This design comes from an exercise in tuning for small area on the open sky130 flow, not from production work.
In this exercise RTL edits were held to simulation tests only and were not proved equivalent to the original.
Power is estimated from default activity; no workload was simulated.

Setup of v20:
==> flow/design.v <==
module klt_block (
    input  wire        clk,
    input  wire        rst,
    input  wire [3:0]  col_n,
    input  wire        led_ready,
    output wire [3:0]  row_n,
    output wire        led_valid,
    output wire [31:0] led_word,
    output wire        pwm_out,
    output wire        reboot_req,
    output wire        log_valid,
    output wire [4:0]  log_code
);
    localparam [3:0] S_RST  = 4'b0000, S_DISP = 4'b0001, S_EMIT = 4'b0010, S_HALT = 4'b0011,
                     S_SET1 = 4'b0100, S_SET2 = 4'b0101, S_COL  = 4'b0110, S_REL  = 4'b0111,
                     S_TON  = 4'b1000, S_TGAP = 4'b1001, S_HOLD = 4'b1010, S_IDLE = 4'b1011;
    localparam [8:0] P0 = 9'b000000011;      
    localparam [5:0] S0 = 6'b011110;      
    reg [3:0]  ph;
    reg [10:0] pws;      
    reg        pwh;      
    reg [3:0]  sync1;
    reg        sync2;    
    reg [8:0]  psc;
    reg [5:0]  sub;
    reg [1:0]  kr, kc;
    reg [3:0]  apc;
    wire       waiting = ph[3] & ~ph[2];
    wire       pwrap   = ~psc[1] & psc[2] & psc[3] & ~psc[4] & ~psc[6] & psc[7] & psc[8];    
    wire       u1      = ~sub[1];     
    wire       u2      = sub[0];     
    wire       u3      = ~sub[3];     
    wire       u9      = sub[0] & sub[1];     
    wire       u59     = sub[0] & ~sub[1] & sub[2] & ~sub[3] & ~sub[4] & ~sub[5];    
    wire       plast   = sub[0] & sub[1] & sub[4];    
    wire [3:0] key     = {kr, kc};
    wire       col_now = sync2;
    wire       mel     = apc[3];
    wire k0    = (key == 4'd0);
    wire kZ    = (key == 4'd13);
    wire kfill = kc[1] & (kc[0] | (kr[1] & kr[0]));       
    wire h_k0  = ~kr[0] & ~kc[0];                          
    wire h_kZ  = kc[0] & ~kc[1];                           
    reg tdone;
    always @(*) begin
        case (ph)
            S_TON:   tdone = pwrap & (mel ? u9 : u3);
            S_TGAP:  tdone = pwrap & (mel ? u2 : u3);
            S_HOLD:  tdone = (pwrap & (h_k0 ? u59 : u1)) | ~(h_k0 | h_kZ);    
            default: tdone = pwrap & u1;                                      
        endcase
    end
    wire gbit = (sub[3] & sub[4] & ~apc[1]) |
                 (~sub[0] & sub[1] & ~sub[4] & apc[1]) |
                 (~sub[2] & ~sub[3] & ~sub[4] & sub[5] & apc[1]) |
                 (sub[0] & ~sub[4] & ~sub[5] & ~apc[1]) |
                 (~sub[3] & sub[5] & ~apc[0] & ~apc[1]) |
                 (sub[3] & sub[4] & sub[5] & apc[2]) |
                 (sub[1] & ~sub[4] & ~apc[2]) |
                 (sub[1] & sub[4] & sub[5] & apc[2]) |
                 (sub[0] & sub[1] & ~sub[4] & ~apc[0]) |
                 (~sub[1] & ~sub[3] & sub[5] & ~apc[2]) |
                 (~sub[1] & ~sub[2] & sub[3] & apc[0] & ~apc[1]) |
                 (~sub[0] & sub[3] & sub[4] & ~sub[5] & ~apc[2]) |
                 (sub[2] & sub[5] & ~apc[1]) |
                 (sub[2] & sub[3] & ~apc[0] & ~apc[1]) |
                 (sub[2] & sub[3] & ~sub[4] & ~apc[2]) |
                 (sub[0] & sub[2] & sub[4] & apc[0] & apc[2]) |
                 (sub[0] & ~sub[1] & ~sub[4] & ~sub[5] & apc[0] & apc[2]);
    wire e_gw  = kr[1] & kr[0];                            
    wire e_g   = kr[1] & kr[0] & kc[0];                    
    wire e_w   = kr[1] & ~kc[0];                           
    wire e_b   = ~kr[1] & kr[0];                           
    wire e_r   = ~kr[0] & (kr[1] | (~kc[0] & gbit));       
    assign led_word = {1'b0, e_gw, {6{e_g}},
                       1'b0, e_r, e_r | e_w, {5{e_r}},
                       {3{e_b}}, e_b | e_w, {4{e_b}},
                       8'h00};
    assign led_valid  = (ph == S_EMIT);
    assign pwm_out    = (ph == S_TON) & ~pwh;
    assign reboot_req = (ph == S_HALT);
    assign log_valid  = (ph == S_DISP) & apc[0] & ~apc[1] & ~apc[2];
    assign log_code   = {1'b1, kr, kc};
    assign row_n      = (ph[3:2] == 2'b01) ? ~(4'b0001 << kr) : 4'b1111;
    wire scan_go = (ph == S_RST) || (ph == S_IDLE && tdone);
    reg [1:0] kc_n;
    always @(*) begin
        kc_n = kc;
        if (scan_go) kc_n = 2'd0;
        else if (ph == S_COL && col_now) kc_n = kc + 2'd1;
    end
    wire pwz = (pws[9:0] == 10'd0);
    always @(posedge clk) begin
        sync1 <= col_n;
        sync2 <= sync1[kc_n];
        kc    <= kc_n;
        if (!waiting || pwrap) psc <= P0;
        else                   psc <= {psc[7:0], psc[3] ^ psc[8]};
        if (!(waiting || ph == S_EMIT) || (waiting && tdone) || (ph == S_EMIT && led_ready && plast))
            sub <= S0;
        else if ((waiting && pwrap) || (ph == S_EMIT && led_ready))
            sub <= {sub[4:0], sub[0] ^ sub[5]};
        if (rst) begin
            ph  <= S_RST;
            pws <= 11'd0;
            pwh <= 1'b0;
        end else begin
            pws <= {pws[9:0], pws[10] ^ pws[8] ^ pwz};
            if (pws[10] & pwz) pwh <= ~pwh;
            case (ph)
                S_RST, S_IDLE: begin
                    if (scan_go) begin
                        kr <= 2'd0;
                        ph <= S_SET1;
                    end
                end
                S_SET1: ph <= S_SET2;
                S_SET2: ph <= S_COL;
                S_COL: begin
                    if (!col_now) begin
                        ph <= S_REL;
                    end else if (kc == 2'd3) begin
                        if (kr == 2'd3) begin
                            ph  <= S_IDLE;
                        end else begin
                            kr  <= kr + 2'd1;
                            ph  <= S_SET1;
                        end
                    end
                end
                S_REL: begin
                    if (col_now) begin
                        apc <= 4'd1;
                        ph  <= S_DISP;
                    end
                end
                S_DISP: begin
                    if (k0) begin
                        if (apc[3] | (apc[0] & ~apc[1] & ~apc[2]))
                            ph <= S_TON;                       
                        else if (~apc[0] & ~apc[2] & ~apc[3])
                            ph <= S_IDLE;                      
                        else
                            ph <= S_EMIT;                      
                    end else if (kfill & apc[0]) begin
                        ph <= S_EMIT;
                    end else if (kZ) begin
                        ph <= apc[0] ? S_HOLD : S_HALT;        
                    end else begin
                        ph <= S_IDLE;
                    end
                end
                S_TON: begin
                    if (tdone) begin
                        ph  <= S_TGAP;
                    end
                end
                S_TGAP: begin
                    if (tdone) begin
                        apc <= apc + 4'd1;
                        if (apc == 4'd2 || apc == 4'd15) begin
                            ph  <= S_DISP;
                        end else begin
                            ph  <= S_TON;
                        end
                    end
                end
                S_EMIT: begin
                    if (led_ready) begin
                        if (plast) ph <= S_HOLD;
                    end
                end
                S_HOLD: begin
                    if (tdone) begin
                        apc <= apc + 4'd1;
                        ph  <= S_DISP;
                    end
                end
                default: ;
            endcase
        end
    end
endmodule
Settings: LEC_CHECK=0, CAP_MARGIN=20, CORE_MARGIN=2, CORE_UTILIZATION=40, SLEW_MARGIN=20; clock period 10.0 ns.
standard.sh (not shown) runs the stock make flow with config.mk's settings and CLKGATE_MAP_FILE= SYNTH_SCRIPT=/design/flow/synth_recipe.tcl, a recipe that flattens the netlist after the stock synthesis.
==> flow/flow/run.sh <==
#!/bin/bash
# The standard layout (standard.sh, which writes the ORFS logs under
# orfs/logs), with these changes; make's own output goes to standard.log.
#  - Synthesis maps the logic for area: ABC runs flow/abc.script (deep AIG
#    optimisation, then area-oriented mapping) instead of ORFS's speed script,
#    and no adder cells are mapped (the design has no arithmetic). Registers
#    are mapped exactly as in the standard synthesis.
#  - Port buffers are the smallest buffer (buf_1) instead of a delay cell.
#  - Clock tree: sinks clustered under clkbuf_8 buffers, no dummy loads.
set -e
W=$PWD
mkdir -p "$W/scripts"
for f in "$FLOW_HOME"/scripts/*; do ln -sf "$f" "$W/scripts/"; done
rm -f "$W/scripts/abc_speed.script"
cp "$W/flow/abc.script" "$W/scripts/abc_speed.script"
export BUFFER_PORTS_ARGS="-buffer_cell sky130_fd_sc_hd__buf_1"
export CTS_ARGS="-sink_clustering_enable -repair_clock_nets -sink_clustering_size 100 -sink_clustering_max_diameter 500 -buf_list sky130_fd_sc_hd__clkbuf_8 -dont_use_dummy_load"
bash standard.sh SCRIPTS_DIR="$W/scripts" ADDER_MAP_FILE= finish > standard.log 2>&1
==> flow/flow/abc.script <==
&get -n
&st
&deepsyn -T 20
&dch -f
&nf -a -p -R 1000
&put
topo
dnsize -c
Both conditions hold for v20: the flow ran to the end and the final layout passed the timing, DRC and antenna checks.
For v31, these inputs were changed with respect to v20:
--- a/flow/flow/run.sh
+++ b/flow/flow/run.sh
@@ -16,3 +16,3 @@
 export BUFFER_PORTS_ARGS="-buffer_cell sky130_fd_sc_hd__buf_1"
-export CTS_ARGS="-sink_clustering_enable -repair_clock_nets -sink_clustering_size 100 -sink_clustering_max_diameter 500 -buf_list sky130_fd_sc_hd__clkbuf_8 -dont_use_dummy_load"
+export CTS_ARGS="-sink_clustering_enable -repair_clock_nets -sink_clustering_size 100 -sink_clustering_max_diameter 1000 -sink_clustering_levels 1 -buf_list sky130_fd_sc_hd__clkbuf_16 -dont_use_dummy_load"
 bash standard.sh SCRIPTS_DIR="$W/scripts" ADDER_MAP_FILE= finish > standard.log 2>&1
==> summary.txt <==
Taking v20 as the reference, in v31 combinational power stayed essentially flat, count of routing violations after the opening detailed-route iteration rose by 40, total via count in the routed design fell by about 1.7%, met2 track demand over resource in global routing fell by 0.17 points, sequential share of layout area fell by 0.97 points. Measured against each other, v31 and v20 differ in routed wire length, the higher figure coming from v20. Total power of the final layout ended up 9.7% higher on v31 than on v20. All-layer global routing usage ended up 0.22 points lower on v31 than on v20. Number of global-route vias before repair ended up 20 lower on v31 than on v20.
[inputs] v32 vs v31
==> flow/flow/run.sh <==
#!/bin/bash
# The standard layout (standard.sh), except:
#  - port buffers are the smallest buffer (buf_1) instead of a delay cell;
#  - Yosys maps no adder cells (the design has no arithmetic; the half-adder
#    cells it picked up served as plain AND gates);
#  - clock tree: one cluster of sinks under clkbuf_8, no dummy loads.
export BUFFER_PORTS_ARGS="-buffer_cell sky130_fd_sc_hd__buf_1"
export CTS_ARGS="-sink_clustering_enable -repair_clock_nets -sink_clustering_size 100 -sink_clustering_max_diameter 500 -buf_list sky130_fd_sc_hd__clkbuf_8 -dont_use_dummy_load"
bash standard.sh ADDER_MAP_FILE= finish > standard.log 2>&1
removed: flow/flow/abc.script
Findings:
- Summary: with v31 as the reference, via total after detailed routing in v32 moved up by more than 10%.
- Compared to v31, the routing of v32 uses more wire.
- v32 ended with more synthesized cell area than v31.
- Going from v31 to v32, fraction of standard cell area in multi-input logic grows by 8.8 points.
- Between v32 and v31, last weighted congestion value of the routability-driven placer is higher for v31, v32 comes in under that.
- Min total non-filler cell area in the finished layout across v32 and v31: v31
- v32 vs. v31: total track usage decreased 0.16 points, area of placed instances picked up an extra about 20%, met3 demand-to-capacity share in global routing dropped 0.88 points.
[inputs] v21 vs v32
==> flow/flow/run.sh <==
#!/bin/bash
# The standard layout (standard.sh), except:
#  - port buffers are the smallest buffer (buf_1) instead of a delay cell;
#  - Yosys maps no adder cells (the design has no arithmetic; the half-adder
#    cells it picked up served as plain AND gates);
#  - clock tree: one cluster of sinks under clkbuf_16, no dummy loads.
export BUFFER_PORTS_ARGS="-buffer_cell sky130_fd_sc_hd__buf_1"
export CTS_ARGS="-sink_clustering_enable -repair_clock_nets -sink_clustering_size 100 -sink_clustering_max_diameter 500 -buf_list sky130_fd_sc_hd__clkbuf_16 -dont_use_dummy_load"
bash standard.sh ADDER_MAP_FILE= finish > standard.log 2>&1
Findings:
v21 and v32 ended up with nearly the same global-route usage. Side by side, maximum achievable frequency turned out higher in v21 than in v32. Cell area, v21 and v32, lower one = v32. As far as critical path buffer and inverter count is concerned, v32 and v21 perform about the same.

static timing again, ports no longer ideal:
No port has a modelled driver above. Below, the same layouts with a new extraction and two added sets of constraints.
Step 1: set_driving_cell puts a clkbuf_16 on clk and a buf_2 on each other input, an assumption about the parent block.
Step 2 moves the port delays by t, midway between the first and last clock arrival at a register: inputs arrive t later, outputs are due t later. That takes back most of the time a late clock gives input paths.
a / b / c = no drivers / after step 1 / after step 2; a / b = the first two.
| run | t, ns | setup slack, ns | hold WS [ns] | pins driven straight from the clock port |
|---|---|---|---|---|
| v20 | 0.316 | 5.874 / 5.846 / 6.162 | 0.422 / 0.422 / 0.422 | 1 |
| v31 | 0.310 | 5.901 / 5.868 / 6.178 | 0.419 / 0.419 / 0.419 | 1 |
| v32 | 0.319 | 5.428 / 5.398 / 5.717 | 0.439 / 0.439 / 0.439 | 1 |
| v21 | 0.309 | 5.451 / 5.417 / 5.726 | 0.435 / 0.435 / 0.435 | 1 |
After both steps setup and hold are still met in every run listed.
